From an optimization exercise on the open Yosys and OpenROAD flow, aimed at small area, a short achievable clock period and few clock cycles; shortcuts taken in it are not production practice.
At most, simulation tests tie the RTL to the original design; equivalence was not proved.
Power figures rest on the tool's default switching activity, not on a simulated workload.

## build 36
==> flow/design.v (excerpt) <==
module bdm_codec (
    input  wire         clk,
    input  wire         rst,
    input  wire         req_valid,
    output wire         req_ready,
    input  wire [7:0]   req,
    input  wire [7:0]   p0,
    input  wire [7:0]   p1,
    input  wire [39:0]  hdr,
    input  wire [8:0]   din_len,
    input  wire         din_valid,
    output wire         din_ready,
    input  wire [7:0]   din_data,
    output wire         dout_valid,
    input  wire         dout_ready,
    output wire [7:0]   dout_data,
    output wire         dout_last,
    output wire         done,
    output wire [3:0]   st,
    output wire [2:0]   cls,
    output wire [7:0]   rb,
    output wire         rf,
    output wire [7:0]   opc,
    output wire [7:0]   ctl,
    output wire [7:0]   len,
    output wire [191:0] fld,
    output wire [7:0]   fv
);
For scale: about 220 flip-flops, roughly 0.011 sq mm of cells after synthesis.
==> flow/config.mk <==
export PLATFORM = sky130hd
export DESIGN_NAME = bdm_codec
export DESIGN_NICKNAME = bdm_codec
export VERILOG_FILES = /design/flow/design.v
export SDC_FILE = /design/flow/constraint.sdc
export NUM_CORES = 4
export LEC_CHECK = 0
export CAP_MARGIN = 20
export CORE_MARGIN = 2
export CORE_UTILIZATION = 40
export CTS_BUF_LIST = sky130_fd_sc_hd__clkbuf_8
export SETUP_SLACK_MARGIN = 3.5
export SLEW_MARGIN = 20
==> flow/constraint.sdc <==
create_clock -name core_clock -period 6.0 [get_ports {clk}]
set_input_delay 1.2000 -clock core_clock [delete_from_list [all_inputs] [get_ports {clk}]]
set_output_delay 1.2000 -clock core_clock [all_outputs]
set_load 0.01 [all_outputs]
standard.sh (not shown) runs the stock make flow with config.mk's settings and CLKGATE_MAP_FILE= SYNTH_SCRIPT=/design/flow/synth_recipe.tcl, a recipe that flattens the netlist after the stock synthesis.
==> flow/flow/run.sh <==
#!/bin/bash
set -euo pipefail
export BUFFER_PORTS_ARGS="-buffer_cell sky130_fd_sc_hd__buf_1"
bash standard.sh > standard.log 2>&1
Build 36 did not stop at any stage, and its layout met the timing, design-rule and antenna checks.
--- input diff build 36..build 61 ---
--- a/flow/design.v
+++ b/flow/design.v
@@ -54,16 +54,17 @@
     reg         k_frame;     
     reg         k_pget;      
     reg         k_ser;       
     reg         k_xsel;      
     reg  [3:0]  ent;
     reg  [8:0]  rem;         
     reg         lastf;       
     reg  [4:0]  c;           
+    reg  [3:0]  cb;          
     reg  [7:0]  m;           
     reg  [7:0]  x;           
     reg  [7:0]  acc;
     reg         f_trunc;     
     reg         f_len;       
     reg         f_pshort;    
     reg         f_opc;       
     reg  [7:0]  r_ctl;
@@ -111,33 +112,34 @@
     wire go_enc    = (rop == 4'h4) && !too_long;
     wire go_build  = (rop == 4'h6) && !ill_ent;
     wire zero_len  = !(go_din || go_enc || go_build);
     wire [7:0] acc_fed = acc ^ p0;
     wire din_fire = din_valid && dr;
     wire adv      = !dv || dout_ready;               
     wire out_end  = dv && dout_ready && dl;          
     wire [4:0] c1 = (c == 5'd31) ? c : c + 5'd1;
+    wire [3:0] cb1 = cb + 4'd1;
     reg  [7:0] bbyte;
     always @(*) begin
-        case (c[3:0])
+        case (cb)
             4'd1:    bbyte = 8'h01;
             4'd5:    bbyte = e_src ? 8'h07 : (e_get ? 8'h03 : 8'h04);
             4'd6:    bbyte = 8'h01;
             4'd7:    bbyte = e_wop;
             4'd8:    bbyte = e_get ? 8'h00 : r_ctl;
             4'd9:    bbyte = e_src ? r_opc : 8'h00;
             4'd10:   bbyte = e_src ? 8'h01 : 8'h00;
             default: bbyte = 8'h00;
         endcase
     end
-    wire b_cs = (c[3:0] == (e_src ? 4'd13 : (e_get ? 4'd9 : 4'd10)));
+    wire b_cs = (cb == (e_src ? 4'd13 : (e_get ? 4'd9 : 4'd10)));
     reg  [7:0] hbyte;
     always @(*) begin
-        case (c[1:0])
+        case (cb[1:0])
             2'd1:    hbyte = ~bn[0];
             2'd2:    hbyte = ~bn[1];
             2'd3:    hbyte = ~bn[2];
             default: hbyte = r_ctl;
         endcase
     end
     wire [7:0] x_cs = x ^ (dv ? dd : 8'h00);
     wire cs_ok  = (x == din_data);
@@ -199,17 +201,17 @@
                     dn <= 1'b1;
                     rr <= 1'b1;
                 end
             end
             if (k_clr) begin
                 dn <= 1'b1;
                 rr <= 1'b1;
             end
-            if (k_enc_hdr && adv && c == 5'd4) begin
+            if (k_enc_hdr && adv && cb == 4'd4) begin
                 k_enc_hdr <= 1'b0;
                 if (rem == 9'd0) begin
                     k_enc_cs <= 1'b1;
                 end else begin
                     k_enc_dat <= 1'b1;
                     dr        <= 1'b1;
                 end
             end
@@ -262,17 +264,18 @@
             k_frame  <= frame_op;
             k_pget   <= (rop == 4'h7) && r_get;
             k_ser    <= (rop == 4'h7) && (ren == 4'hB);
             k_xsel   <= (rop == 4'h1) || (rop == 4'h2);
             ent      <= ren;
             rem      <= din_len;
             lastf    <= (din_len == 9'd1);
             m        <= (go_din && frame_op) ? din_len[7:0] - 8'd6 : 8'h00;
-            c        <= ((rop == 4'h4) || (rop == 4'h6)) ? 5'd1 : 5'd0;
+            c        <= 5'd0;
+            cb       <= 4'd1;
             dl       <= 1'b0;
             dd       <= (rop == 4'h4) ? hdr[7:0] : 8'hA6;
             x        <= (rop == 4'h9) ? acc_fed : 8'h00;
             f_trunc  <= frame_op && (din_len < 9'd7);
             f_len    <= 1'b0;
             f_pshort <= 1'b0;
             f_opc    <= 1'b0;
             bn[0]    <= ~hdr[15:8];
@@ -299,31 +302,31 @@
             if (c == 5'd5 && k_frame) r_ctl <= din_data;
             if (c == 5'd6 && k_frame) r_opc <= din_data;
             if (c == 5'd7) bn[0]  <= ~din_data;
             if (c == 5'd8) bn[1]  <= ~din_data;
             if (c == 5'd9) bn[2]  <= ~din_data;
         end
         if (k_enc_hdr && adv) begin
             dd <= hbyte;
-            c  <= c1;
+            cb <= cb1;
         end
         if (k_enc_dat && din_fire) begin
             rem   <= rem - 9'd1;
             lastf <= (rem == 9'd2);
             if (adv) dd <= din_data;
             else     r_opc <= din_data;
         end
         if (skid_out) dd <= r_opc;
         if (k_enc_cs && adv) begin
             dd <= x_cs;
             dl <= 1'b1;
         end
         if (k_build && adv) begin
-            c <= c1;
+            cb <= cb1;
             if (b_cs) begin
                 dd <= x_cs;
                 dl <= 1'b1;
             end else begin
                 dd <= bbyte;
             end
         end
         if ((k_enc_hdr || k_enc_dat || k_enc_cs || k_build || dl) && dv && dout_ready)
- Synthesized-area fraction occupied by ao, oa, aoi and oai cells for build 61: 1.1 points down relative to build 36
- On build 61: proportion of power drawn by combinational gates is 0.2 points lower than what build 36 gave.
- TritonCTS buffer count went up by a little under 10% going from build 36 to build 61.
- Diff build 36 and build 61: end-of-flow core utilization lower in build 61
- Wire length of the first global-routing pass for build 61: 9.5% down relative to build 36
- Taking build 36 as the reference point, the layout sequential cell count of build 61 rises by 4.
- Build 61 vs. build 36: total routing resource utilization after global routing went down by 1.9 points.
- Post-synthesis share of cell area spent on xor and xnor gates | build 61 above build 36
Testbench counts of build 61, summed over its fixed seeds: cycles 26,864.
The RTL of build 36 was laid out without a check of its function.

---

Setup of job 101:
Another version of the RTL of bdm_codec (not shown whole).
Size in the first run: about 220 flip-flops, roughly 340 I/O pins, about 0.011 mm2 of cells after synthesis.
export LEC_CHECK = 0
export ABC_AREA = 1
export CAP_MARGIN = 20
export CORE_MARGIN = 2
export CORE_UTILIZATION = 40
export CTS_BUF_LIST = sky130_fd_sc_hd__clkbuf_16
export CTS_CLUSTER_DIAMETER = 80
export CTS_CLUSTER_SIZE = 20
export PLACE_DENSITY = 0.7
export SETUP_SLACK_MARGIN = 3.5
export SLEW_MARGIN = 20
create_clock -name core_clock -period 6.0 [get_ports {clk}]
Scripts as last shown in full above: flow/flow/run.sh
Testbench counts of job 101, summed over its fixed seeds: cycles 26,864.
#### Input delta (job 102 over job 101)
diff --git a/flow/design.v b/flow/design.v
--- a/flow/design.v
+++ b/flow/design.v
@@ -156,22 +156,22 @@
         else if (f_len)       begin st_fin = ST_LENGTH;    cls_fin = 3'd1; end
         else if (f_opc)       begin st_fin = ST_UNEXP_OPC; cls_fin = 3'd3; end
         else if (f_pshort)    begin st_fin = ST_PAY_SHORT; cls_fin = 3'd3; end
         else                  begin st_fin = ST_OK;        cls_fin = 3'd0; end
     end
     wire din_end = k_din && din_fire && lastf;       
     wire fail_end = din_end && k_frame && !fin_ok;
     wire [7:0] bz   = din_data & {8{k_din}};
     wire       bclr = rdy || k_clr;
     always @(posedge clk) begin
-        st_q   <= rdy ? st_take : k_clr ? st_fin : ST_OK;
-        cls_q  <= rdy ? cls_take : k_clr ? cls_fin : 3'd0;
+        st_q   <= take ? st_take : k_clr ? st_fin : ST_OK;
+        cls_q  <= take ? cls_take : k_clr ? cls_fin : 3'd0;
         cs_bad <= !cs_ok;
         rf_q  <= k_din && lastf && k_verify && cs_ok;
         gfn   <= ~((k_din && lastf && k_pget && fin_ok) ? e_grp : 8'h00);
     end
     wire skid_out = k_enc_dat && skv && adv;                 
     always @(posedge clk) begin
         if (rst) begin
             rr        <= 1'b1;
             dr        <= 1'b0;
             dv        <= 1'b0;
@@ -259,21 +259,21 @@
                 rr <= 1'b1;
             end
         end
     end
     wire dd_rdy  = rdy;                                           
     wire dd_hdr  = k_enc_hdr && adv;                              
     wire dd_din  = k_enc_dat && !skv && adv;
     wire dd_skid = skid_out;                                      
     wire dd_cs   = (k_enc_cs || (k_build && b_cs)) && adv;        
     wire dd_bld  = k_build && !b_cs && adv;                       
-    wire [7:0] dd_nx = ({8{dd_rdy}}  & (rop[1] ? 8'hA6 : hdr[7:0])) |
+    wire [7:0] dd_nx = ({8{dd_rdy}}  & ((rop == 4'h4) ? hdr[7:0] : 8'hA6)) |
                        ({8{dd_hdr}}  & hbyte) |
                        ({8{dd_din}}  & din_data) |
                        ({8{dd_skid}} & r_opc) |
                        ({8{dd_cs}}   & x_cs) |
                        ({8{dd_bld}}  & bbyte);
     always @(posedge clk)
         if (dd_rdy || dd_hdr || dd_din || dd_skid || dd_cs || dd_bld)
             dd <= dd_nx;
     integer i;
     always @(posedge clk) begin
==> comparison <==
Going from job 101 to job 102, synthesized cell count shrank slightly.
Against job 101, job 102 comes in 0.2 points lower on combinational fraction of design power.
Finished layout cell area (higher): job 101
met2 routing resource usage after global routing ends up lower on job 101.
met3 track demand over resource in global routing is lower on job 101
Looking at start point of the critical path, the req[0] result is from job 102; the bn[0][1] one comes from job 101.
Amount of wire on met3 after detailed routing delta for job 102 relative to job 101: 740 um higher
Core region area sits lower in job 102 than in job 101.
Looking at area added between synthesis and finish across job 101 and job 102, the one that comes out higher is job 101.
Re cell count: job 101 and job 102 aren't equal, and the lower value belongs to job 102.
As far as sequential cell count goes, job 102 and job 101 are indistinguishable; the numbers are identical.
The RTL of job 102 was laid out without a check of its function.

afterwards: timing with drivers on the ports:
The flow's constraints put no driver on any port. The routed layouts listed below were extracted and timed again, unchanged, in two steps. Step 1, drivers: a clkbuf_16 drives clk and a buf_2 each remaining input, both assumed. Step 2 adds t to the input delays and takes it off the output delays; t is the mean of the earliest and latest rising clock arrival at the registers after step 1. Input paths then give back, and output paths get back, about the clock's delay inside the block. a / b / c = no drivers / after step 1 / after step 2; a / b = the first two.
run	t (ns)	slack for setup (ns)	worst register clock-pin slew, ns	cell pins on the clock port's net
build 36	0.589	3.422 / 3.374 / 2.970	0.07 / 0.07	1
build 61	0.586	3.460 / 3.453 / 2.903	0.06 / 0.06	1
job 101	0.533	3.547 / 3.504 / 3.051	0.10 / 0.10	1
job 102	0.530	3.502 / 3.500 / 2.992	0.10 / 0.10	1
After both steps every run listed still meets setup and hold. The setup slack of build 61, which loses most, moves by -0.007 ns with the drivers and by -0.557 ns with both steps.
